What follows belongs to an exercise in optimizing a design on an open flow for small area, a short achievable clock period and few clock cycles; a production flow would make more cautious choices. In this exercise RTL edits were held to simulation tests only and were not proved equivalent to the original. Power is estimated from default activity; no workload was simulated.

==> run A: inputs <==
==> flow/design.v (excerpt) <==
module nut_fcv (
    input  wire        clk,
    input  wire        rst,         
    input  wire        bus_en,      
    input  wire        bus_we,      
    input  wire [1:0]  bus_size,    
    input  wire [11:0] bus_addr,    
    input  wire [31:0] bus_wdata,
    output reg  [31:0] bus_rdata    
);
    localparam [7:0]  SOI_CHAR     = 8'h7E;      
    localparam [7:0]  EOI_CHAR     = 8'h0D;
    localparam [15:0] PROTO_VER    = 16'h3132;   
    localparam [15:0] ADDR_DEFAULT = 16'h3130;   
    localparam [3:0] O_OK          = 4'd0;
    localparam [3:0] O_TIMEOUT     = 4'd1;
    localparam [3:0] O_IO_ERROR    = 4'd2;
    localparam [3:0] O_SHORT_READ  = 4'd3;
    localparam [3:0] O_REJECTED    = 4'd4;
    localparam [3:0] O_BAD_LCHK    = 4'd8;
    localparam [3:0] O_BAD_CHK     = 4'd9;
    localparam [3:0] O_BAD_ARGUMENT= 4'd10;
    localparam [3:0] O_ILLEGAL     = 4'd11;
    localparam [3:0] O_WRONG_MODE  = 4'd12;
    localparam [7:0] OP_BUILD    = 8'h01;
    localparam [7:0] OP_LCHK     = 8'h02;
    localparam [7:0] OP_PCHK     = 8'h03;
    localparam [7:0] OP_VALIDATE = 8'h04;
    localparam [7:0] OP_CHKLEN   = 8'h05;
    localparam [7:0] OP_CHKSUM   = 8'h06;
    localparam [7:0] OP_HEX2VAL  = 8'h07;
    localparam [7:0] OP_HEX2STR  = 8'h08;
    localparam [7:0] OP_EXCHANGE = 8'h09;
    localparam [7:0] OP_EXECUTE  = 8'h0A;
  ...
Settings: LEC_CHECK=0, CAP_MARGIN=30, CORE_MARGIN=2, CORE_UTILIZATION=35, PLACE_DENSITY=0.5, SETUP_SLACK_MARGIN=5, SLEW_MARGIN=30; clock period 10.0 ns.
run.sh (not shown) runs the stock make flow with config.mk's settings and CLKGATE_MAP_FILE= SYNTH_SCRIPT=/design/flow/synth_recipe.tcl, a recipe that flattens the netlist after the stock synthesis.
==> run R (differences from run A) <==
--- a/flow/design.v
+++ b/flow/design.v
@@ -32,18 +32,19 @@
     localparam [7:0] OP_HEX2STR  = 8'h08;
     localparam [7:0] OP_EXCHANGE = 8'h09;
     localparam [7:0] OP_EXECUTE  = 8'h0A;
     localparam [7:0] OP_TICK     = 8'h0B;
     localparam [7:0] OP_PROBE    = 8'h0C;
-    localparam [2:0] S_IDLE  = 3'd0;
-    localparam [2:0] S_FIN   = 3'd1;    
-    localparam [2:0] S_VC    = 3'd2;    
-    localparam [2:0] S_STR   = 3'd3;    
-    localparam [2:0] S_TAIL1 = 3'd4;    
-    localparam [2:0] S_TAIL2 = 3'd5;    
-    localparam [2:0] S_CSF   = 3'd6;    
-    localparam [2:0] S_PFIN  = 3'd7;    
+    localparam [3:0] S_IDLE  = 3'd0;
+    localparam [3:0] S_FIN   = 3'd1;    
+    localparam [3:0] S_VC    = 3'd2;    
+    localparam [3:0] S_STR   = 3'd3;    
+    localparam [3:0] S_TAIL1 = 3'd4;    
+    localparam [3:0] S_TAIL2 = 3'd5;    
+    localparam [3:0] S_CSF   = 3'd6;    
+    localparam [3:0] S_PFIN  = 3'd7;    
+    localparam [3:0] S_RR    = 4'd8;    
     localparam [2:0] M_BUILD = 3'd0;
     localparam [2:0] M_PCHK  = 3'd1;
     localparam [2:0] M_CSUM  = 3'd2;
     localparam [2:0] M_VAL   = 3'd3;
     localparam [2:0] M_STR   = 3'd4;
@@ -88,11 +89,13 @@
     reg  [6:0]  strlen;
     reg  [47:0] tx_hdr;
     reg  [3:0]  tx_n9;
     reg  [2:0]  tx_n11;
     reg  [3:0]  tx_n12;
-    reg  [2:0]  st;
+    reg  [3:0]  st;
+    reg  [3:0]  t_s0;         
+    reg  [3:0]  t_k;          
     reg  [2:0]  md;
     reg  [7:0]  e_tx, e_rx;   
     reg  [7:0]  e_pll;        
     reg  [7:0]  e_plh;        
     reg  [127:0] ck;          
@@ -323,13 +326,12 @@
                                     : p_rot[gi][7:0];
             assign ln_wr[gi]  = rev ? (gl[gi] ? v_a : v_b) : p_rot[gi][8];
         end
     endgenerate
     assign st_we = ~rst && (st == S_STR) && is_str;
-    wire [3:0] s0 = pllen[3:0] + 4'd13;               
-    wire [7:0] t13 = pllen + 8'd13;
-    wire [3:0] tk = t13[7:4];
+    wire [3:0] s0 = t_s0;
+    wire [3:0] tk = t_k;
     generate
         for (gi = 0; gi < 16; gi = gi + 1) begin : g_wb
             localparam [3:0] CG = gi;
             wire [3:0] d = CG - s0;
             wire [7:0] tc = (d == 4'd0) ? hexchr(acc_n[15:12]) :
@@ -379,10 +381,11 @@
         endcase
     end
     wire accept = ~rst & bus_en & bus_we & good & a_reg & (ridx == 4'h0) & ~busy;
     wire [11:0] cs_l  = lw[11:0];
     wire [7:0]  cs_e  = {1'b0, cs_l[6:0]} + 8'd16;
+    wire        cs_l3 = (cs_l[6:0] >= 7'd3);
     wire        cs_go = !lw_nh && !lw_bad && (cs_l <= 12'd110) &&
                         !(n_s < $signed({4'd0, cs_l}) + 16'sd17);
     wire str_end = is_str ? any_term : (ckc == lastc);
     reg  [3:0]  n_c;
     reg  [7:0]  n_slo, n_shi, n_hlo, n_hhi;
@@ -395,31 +398,34 @@
         n_hhi = hhi;
         n_rot = (md == M_BUILD);
         if (accept) begin
             n_c   = k_off ? c_off[7:4] : 4'd0;
             n_rot = (c_op == OP_BUILD);
-            n_slo = (c_op == OP_BUILD) ? 8'd1 : c_off;
-            n_shi = (c_op == OP_BUILD) ? pllen + 8'd12 : c_e;
+            n_slo = (c_op == OP_BUILD || c_op == OP_CHKSUM) ? 8'd1 : c_off;
+            n_shi = (c_op == OP_BUILD) ? pllen + 8'd12 : (c_op == OP_CHKSUM) ? 8'd15 : c_e;
             n_hlo = c_off;
             n_hhi = c_e;
         end else if (st == S_VC) begin
-            n_c   = 4'd0;
+            n_c   = 4'd1;
             n_rot = 1'b0;
             n_slo = 8'd1;
             n_shi = {1'b0, cs_l[6:0]} + 8'd12;
             n_hlo = {1'b0, cs_l[6:0]} + 8'd13;
             n_hhi = {1'b0, cs_l[6:0]} + 8'd16;
+        end else if (st == S_RR) begin
+            n_c   = 4'd0;
+            n_rot = 1'b0;
         end
     end
     wire [15:0] n_sm = rmask(n_c, n_slo, n_shi);
     always @(posedge clk) begin
         ck   <= port;
         for (i = 0; i < 16; i = i + 1)
             ckd[i*5 +: 5] <= hexdig(port[i*8 +: 8]);
         pnd  <= {nh[15], nib[15]};
         for (i = 0; i < 2; i = i + 1)
-            sq[i] <= (st != S_STR) ? 11'd0 :
+            sq[i] <= !(st == S_STR || (st == S_VC && md == M_CSUM && cs_l3)) ? 11'd0 :
                      (({3'd0, ckm[8*i]   ? ck[64*i +: 8]    : 8'd0} +
                        {3'd0, ckm[8*i+1] ? ck[64*i+8 +: 8]  : 8'd0}) +
                       ({3'd0, ckm[8*i+2] ? ck[64*i+16 +: 8] : 8'd0} +
                        {3'd0, ckm[8*i+3] ? ck[64*i+24 +: 8] : 8'd0})) +
                      (({3'd0, ckm[8*i+4] ? ck[64*i+32 +: 8] : 8'd0} +
@@ -499,10 +505,12 @@
                                 txlen  <= pllen + 8'd18;
                                 tx_hdr <= {cid, addr_r};
                                 tx_n9  <= b_lchk;
                                 tx_n11 <= pllen[6:4];
                                 tx_n12 <= pllen[3:0];
+                                t_s0   <= pllen[3:0] + 4'd13;
+                                t_k    <= ({1'b0, pllen[6:0]} + 8'd13) >> 4;
                             end
                         end
                         OP_LCHK: begin
                             result <= {44'd0, 4'd0 - (c_l12[3:0] + c_l12[7:4] + c_l12[11:8]), c_l12};
                         end
@@ -518,11 +526,11 @@
                                 shi   <= c_e;
                                 lastc <= {1'b0, c_e[6:4]};
                             end
                         end
                         OP_VALIDATE, OP_CHKLEN, OP_CHKSUM: begin
-                            e_rx <= 8'd1;      
+                            e_rx <= 8'd2;      
                             ckc  <= 4'd0;
                             if (n_s < 0)       outcome <= O_IO_ERROR;
                             else if (n_s == 0) outcome <= O_TIMEOUT;
                             else if (c_op == OP_VALIDATE &&
                                      (n_s < 16'sd9 || n_s < $signed({8'd0, c_off})))
@@ -595,11 +603,11 @@
                                 result  <= {44'd0, rxlen};
                             end
                             busy <= 1'b0; done <= 1'b1; st <= S_IDLE;
                         end
                         default: begin    
-                            e_rx <= 8'b0000_0010;
+                            e_rx <= cs_l3 ? 8'b0000_0100 : 8'b0000_0001;
                             if (lw_nh) begin
                                 outcome <= O_BAD_LCHK;
                                 busy <= 1'b0; done <= 1'b1; st <= S_IDLE;
                             end else begin
                                 result <= {48'd0, lw[11:0]};
@@ -613,12 +621,12 @@
                                     busy <= 1'b0; done <= 1'b1; st <= S_IDLE;
                                 end else if (!cs_go) begin
                                     outcome <= O_SHORT_READ;
                                     busy <= 1'b0; done <= 1'b1; st <= S_IDLE;
                                 end else begin
-                                    st    <= S_STR;
-                                    ckc   <= 4'd0;
+                                    st    <= cs_l3 ? S_STR : S_RR;
+                                    ckc   <= 4'd1;
                                     lreg  <= cs_l[6:0];
                                     slo   <= 8'd1;
                                     shi   <= {1'b0, cs_l[6:0]} + 8'd12;
                                     hlo   <= {1'b0, cs_l[6:0]} + 8'd13;
                                     hhi   <= {1'b0, cs_l[6:0]} + 8'd16;
@@ -668,10 +676,15 @@
                                 if (str_end) st <= S_CSF;
                             end
                         end
                     endcase
                 end
+                S_RR: begin
+                    e_rx <= 8'b0000_0010;
+                    ckc  <= 4'd0;
+                    st   <= S_STR;
+                end
                 S_PFIN: begin
                     result <= {44'd0, acc_n};
                     busy <= 1'b0; done <= 1'b1; st <= S_IDLE;
                 end
                 S_TAIL1: begin
CORE_UTILIZATION = 50   (was 35)
PLACE_DENSITY = 0.65   (was 0.5)
==> run E (differences from run A) <==
--- a/flow/design.v
+++ b/flow/design.v
@@ -32,18 +32,19 @@
     localparam [7:0] OP_HEX2STR  = 8'h08;
     localparam [7:0] OP_EXCHANGE = 8'h09;
     localparam [7:0] OP_EXECUTE  = 8'h0A;
     localparam [7:0] OP_TICK     = 8'h0B;
     localparam [7:0] OP_PROBE    = 8'h0C;
-    localparam [2:0] S_IDLE  = 3'd0;
-    localparam [2:0] S_FIN   = 3'd1;    
-    localparam [2:0] S_VC    = 3'd2;    
-    localparam [2:0] S_STR   = 3'd3;    
-    localparam [2:0] S_TAIL1 = 3'd4;    
-    localparam [2:0] S_TAIL2 = 3'd5;    
-    localparam [2:0] S_CSF   = 3'd6;    
-    localparam [2:0] S_PFIN  = 3'd7;    
+    localparam [3:0] S_IDLE  = 3'd0;
+    localparam [3:0] S_FIN   = 3'd1;    
+    localparam [3:0] S_VC    = 3'd2;    
+    localparam [3:0] S_STR   = 3'd3;    
+    localparam [3:0] S_TAIL1 = 3'd4;    
+    localparam [3:0] S_TAIL2 = 3'd5;    
+    localparam [3:0] S_CSF   = 3'd6;    
+    localparam [3:0] S_PFIN  = 3'd7;    
+    localparam [3:0] S_RR    = 4'd8;    
     localparam [2:0] M_BUILD = 3'd0;
     localparam [2:0] M_PCHK  = 3'd1;
     localparam [2:0] M_CSUM  = 3'd2;
     localparam [2:0] M_VAL   = 3'd3;
     localparam [2:0] M_STR   = 3'd4;
@@ -88,11 +89,13 @@
     reg  [6:0]  strlen;
     reg  [47:0] tx_hdr;
     reg  [3:0]  tx_n9;
     reg  [2:0]  tx_n11;
     reg  [3:0]  tx_n12;
-    reg  [2:0]  st;
+    reg  [3:0]  st;
+    reg  [3:0]  t_s0;         
+    reg  [3:0]  t_k;          
     reg  [2:0]  md;
     reg  [7:0]  e_tx, e_rx;   
     reg  [7:0]  e_pll;        
     reg  [7:0]  e_plh;        
     reg  [127:0] ck;          
@@ -323,13 +326,12 @@
                                     : p_rot[gi][7:0];
             assign ln_wr[gi]  = rev ? (gl[gi] ? v_a : v_b) : p_rot[gi][8];
         end
     endgenerate
     assign st_we = ~rst && (st == S_STR) && is_str;
-    wire [3:0] s0 = pllen[3:0] + 4'd13;               
-    wire [7:0] t13 = pllen + 8'd13;
-    wire [3:0] tk = t13[7:4];
+    wire [3:0] s0 = t_s0;
+    wire [3:0] tk = t_k;
     generate
         for (gi = 0; gi < 16; gi = gi + 1) begin : g_wb
             localparam [3:0] CG = gi;
             wire [3:0] d = CG - s0;
             wire [7:0] tc = (d == 4'd0) ? hexchr(acc_n[15:12]) :
@@ -379,10 +381,11 @@
         endcase
     end
     wire accept = ~rst & bus_en & bus_we & good & a_reg & (ridx == 4'h0) & ~busy;
     wire [11:0] cs_l  = lw[11:0];
     wire [7:0]  cs_e  = {1'b0, cs_l[6:0]} + 8'd16;
+    wire        cs_l3 = (cs_l[6:0] >= 7'd3);
     wire        cs_go = !lw_nh && !lw_bad && (cs_l <= 12'd110) &&
                         !(n_s < $signed({4'd0, cs_l}) + 16'sd17);
     wire str_end = is_str ? any_term : (ckc == lastc);
     reg  [3:0]  n_c;
     reg  [7:0]  n_slo, n_shi, n_hlo, n_hhi;
@@ -395,31 +398,34 @@
         n_hhi = hhi;
         n_rot = (md == M_BUILD);
         if (accept) begin
             n_c   = k_off ? c_off[7:4] : 4'd0;
             n_rot = (c_op == OP_BUILD);
-            n_slo = (c_op == OP_BUILD) ? 8'd1 : c_off;
-            n_shi = (c_op == OP_BUILD) ? pllen + 8'd12 : c_e;
+            n_slo = (c_op == OP_BUILD || c_op == OP_CHKSUM) ? 8'd1 : c_off;
+            n_shi = (c_op == OP_BUILD) ? pllen + 8'd12 : (c_op == OP_CHKSUM) ? 8'd15 : c_e;
             n_hlo = c_off;
             n_hhi = c_e;
         end else if (st == S_VC) begin
-            n_c   = 4'd0;
+            n_c   = 4'd1;
             n_rot = 1'b0;
             n_slo = 8'd1;
             n_shi = {1'b0, cs_l[6:0]} + 8'd12;
             n_hlo = {1'b0, cs_l[6:0]} + 8'd13;
             n_hhi = {1'b0, cs_l[6:0]} + 8'd16;
+        end else if (st == S_RR) begin
+            n_c   = 4'd0;
+            n_rot = 1'b0;
         end
     end
     wire [15:0] n_sm = rmask(n_c, n_slo, n_shi);
     always @(posedge clk) begin
         ck   <= port;
         for (i = 0; i < 16; i = i + 1)
             ckd[i*5 +: 5] <= hexdig(port[i*8 +: 8]);
         pnd  <= {nh[15], nib[15]};
         for (i = 0; i < 2; i = i + 1)
-            sq[i] <= (st != S_STR) ? 11'd0 :
+            sq[i] <= !(st == S_STR || (st == S_VC && md == M_CSUM && cs_l3)) ? 11'd0 :
                      (({3'd0, ckm[8*i]   ? ck[64*i +: 8]    : 8'd0} +
                        {3'd0, ckm[8*i+1] ? ck[64*i+8 +: 8]  : 8'd0}) +
                       ({3'd0, ckm[8*i+2] ? ck[64*i+16 +: 8] : 8'd0} +
                        {3'd0, ckm[8*i+3] ? ck[64*i+24 +: 8] : 8'd0})) +
                      (({3'd0, ckm[8*i+4] ? ck[64*i+32 +: 8] : 8'd0} +
@@ -499,10 +505,12 @@
                                 txlen  <= pllen + 8'd18;
                                 tx_hdr <= {cid, addr_r};
                                 tx_n9  <= b_lchk;
                                 tx_n11 <= pllen[6:4];
                                 tx_n12 <= pllen[3:0];
+                                t_s0   <= pllen[3:0] + 4'd13;
+                                t_k    <= ({1'b0, pllen[6:0]} + 8'd13) >> 4;
                             end
                         end
                         OP_LCHK: begin
                             result <= {44'd0, 4'd0 - (c_l12[3:0] + c_l12[7:4] + c_l12[11:8]), c_l12};
                         end
@@ -518,11 +526,11 @@
                                 shi   <= c_e;
                                 lastc <= {1'b0, c_e[6:4]};
                             end
                         end
                         OP_VALIDATE, OP_CHKLEN, OP_CHKSUM: begin
-                            e_rx <= 8'd1;      
+                            e_rx <= 8'd2;      
                             ckc  <= 4'd0;
                             if (n_s < 0)       outcome <= O_IO_ERROR;
                             else if (n_s == 0) outcome <= O_TIMEOUT;
                             else if (c_op == OP_VALIDATE &&
                                      (n_s < 16'sd9 || n_s < $signed({8'd0, c_off})))
@@ -595,11 +603,11 @@
                                 result  <= {44'd0, rxlen};
                             end
                             busy <= 1'b0; done <= 1'b1; st <= S_IDLE;
                         end
                         default: begin    
-                            e_rx <= 8'b0000_0010;
+                            e_rx <= cs_l3 ? 8'b0000_0100 : 8'b0000_0001;
                             if (lw_nh) begin
                                 outcome <= O_BAD_LCHK;
                                 busy <= 1'b0; done <= 1'b1; st <= S_IDLE;
                             end else begin
                                 result <= {48'd0, lw[11:0]};
@@ -613,12 +621,12 @@
                                     busy <= 1'b0; done <= 1'b1; st <= S_IDLE;
                                 end else if (!cs_go) begin
                                     outcome <= O_SHORT_READ;
                                     busy <= 1'b0; done <= 1'b1; st <= S_IDLE;
                                 end else begin
-                                    st    <= S_STR;
-                                    ckc   <= 4'd0;
+                                    st    <= cs_l3 ? S_STR : S_RR;
+                                    ckc   <= 4'd1;
                                     lreg  <= cs_l[6:0];
                                     slo   <= 8'd1;
                                     shi   <= {1'b0, cs_l[6:0]} + 8'd12;
                                     hlo   <= {1'b0, cs_l[6:0]} + 8'd13;
                                     hhi   <= {1'b0, cs_l[6:0]} + 8'd16;
@@ -668,10 +676,15 @@
                                 if (str_end) st <= S_CSF;
                             end
                         end
                     endcase
                 end
+                S_RR: begin
+                    e_rx <= 8'b0000_0010;
+                    ckc  <= 4'd0;
+                    st   <= S_STR;
+                end
                 S_PFIN: begin
                     result <= {44'd0, acc_n};
                     busy <= 1'b0; done <= 1'b1; st <= S_IDLE;
                 end
                 S_TAIL1: begin
CORE_UTILIZATION = 50   (was 35)
CTS_BUF_LIST = sky130_fd_sc_hd__clkbuf_8 sky130_fd_sc_hd__clkbuf_16   (was not set)
CTS_CLUSTER_DIAMETER = 80   (was not set)
CTS_CLUSTER_SIZE = 30   (was not set)
PLACE_DENSITY = 0.65   (was 0.5)
==> impl_table.tex <==
\begin{tabular}{lr}
\hline
Metric & Value \\
\hline
\multicolumn{2}{l}{\textbf{Worst setup path}} \\
Max FO, Critical Path & 33 \\
\multicolumn{2}{l}{\textbf{Global routing}} \\
First-pass GRT wire length & 1240 mm \\
\multicolumn{2}{l}{\textbf{Pwr}} \\
Share of total power in sequential cells & 43.2\% \\
Clock-net power & about 0.016 W \\
\multicolumn{2}{l}{\textbf{Layout}} \\
Number of clock buffers in the layout & roughly 530 \\
\multicolumn{2}{l}{\textbf{Run status}} \\
Result of the run & timing/DRC/antenna clean \\
\multicolumn{2}{l}{\textbf{Die}} \\
Die width & between 700 and 800 um \\
Number of placement rows & 258 \\
\hline
\end{tabular}
[end of results for run A]
==> impl_table.tex <==
\begin{tabular}{lr}
\hline
Metric & Value \\
\hline
\multicolumn{2}{l}{\textbf{Die}} \\
Number of placement rows & $\sim$220 \\
\multicolumn{2}{l}{\textbf{Global routing}} \\
First-pass GRT wire length & 1270 mm \\
\multicolumn{2}{l}{\textbf{Synth}} \\
Mapped Area & 172000 sq um \\
\multicolumn{2}{l}{\textbf{Worst setup path}} \\
Buf+Inv Stages, Crit Path & 6 \\
Max FO, Critical Path & 28 \\
\multicolumn{2}{l}{\textbf{Run status}} \\
Result of the run & timing/DRC/antenna clean \\
\multicolumn{2}{l}{\textbf{Pwr}} \\
Clock-net power & 0.00968 W \\
Share of total power in sequential cells & 47.7\% \\
\hline
\end{tabular}
[end of results for run E]
==> impl_table.tex <==
\begin{tabular}{lr}
\hline
Metric & Value \\
\hline
\multicolumn{2}{l}{\textbf{Pwr}} \\
Leakage power total & 69.3 nW \\
Share of total power in sequential cells & 41.9\% \\
Clock-net power & 0.0155 W \\
Sw power & 0.0167 W \\
\multicolumn{2}{l}{\textbf{Worst setup path}} \\
Max FO, Critical Path & 30 \\
\multicolumn{2}{l}{\textbf{Run status}} \\
Result of the run & timing/DRC/antenna clean \\
\multicolumn{2}{l}{\textbf{Die}} \\
Number of placement rows & about 220 \\
Die width & 591 um \\
Core Box Area & about 340000 sq um \\
\multicolumn{2}{l}{\textbf{Layout}} \\
Number of clock buffers in the layout & 513 \\
\multicolumn{2}{l}{\textbf{Global routing}} \\
Residual overflow from global routing & 0 \\
First-pass GRT wire length & 1280 mm \\
\hline
\end{tabular}
[end of results for run R]
Testbench counts of run A, summed over its fixed seeds: cycles 31,033.
Testbench counts of run R, summed over its fixed seeds: cycles 30,839.
Testbench counts of run E, summed over its fixed seeds: cycles 30,839.

==> re-timing with driven ports <==
How much do the figures lean on ideal ports? The routed layouts below were timed once more, with nothing changed but the port constraints. Step 1 sets driving cells, clkbuf_16 on the clock port and buf_2 on the other inputs (assumed; they add their load-dependent delay and slew). Step 2 also shifts input and output timing later by t, the mid clock arrival at the registers, as if the neighbouring blocks saw the same clock. Three values: ideal, step 1, step 2; two values: the first two.
run | t (ns) | setup WS [ns] | latest minus earliest clock arrival (ns) | worst register clock-pin slew, ns | cell pins on the clock port's net
run A | 1.166 | 4.844 / 4.815 / 3.649 | 0.147 / 0.147 | 0.08 / 0.08 | 1
run R | 1.170 | 4.661 / 4.537 / 3.367 | 0.109 / 0.110 | 0.10 / 0.10 | 1
run E | 1.124 | 4.617 / 4.573 / 3.449 | 0.138 / 0.138 | 0.12 / 0.12 | 1
After both steps every run listed still meets setup and hold. The setup slack of run R, which loses most, moves by -0.124 ns with the drivers and by -1.294 ns with both steps.
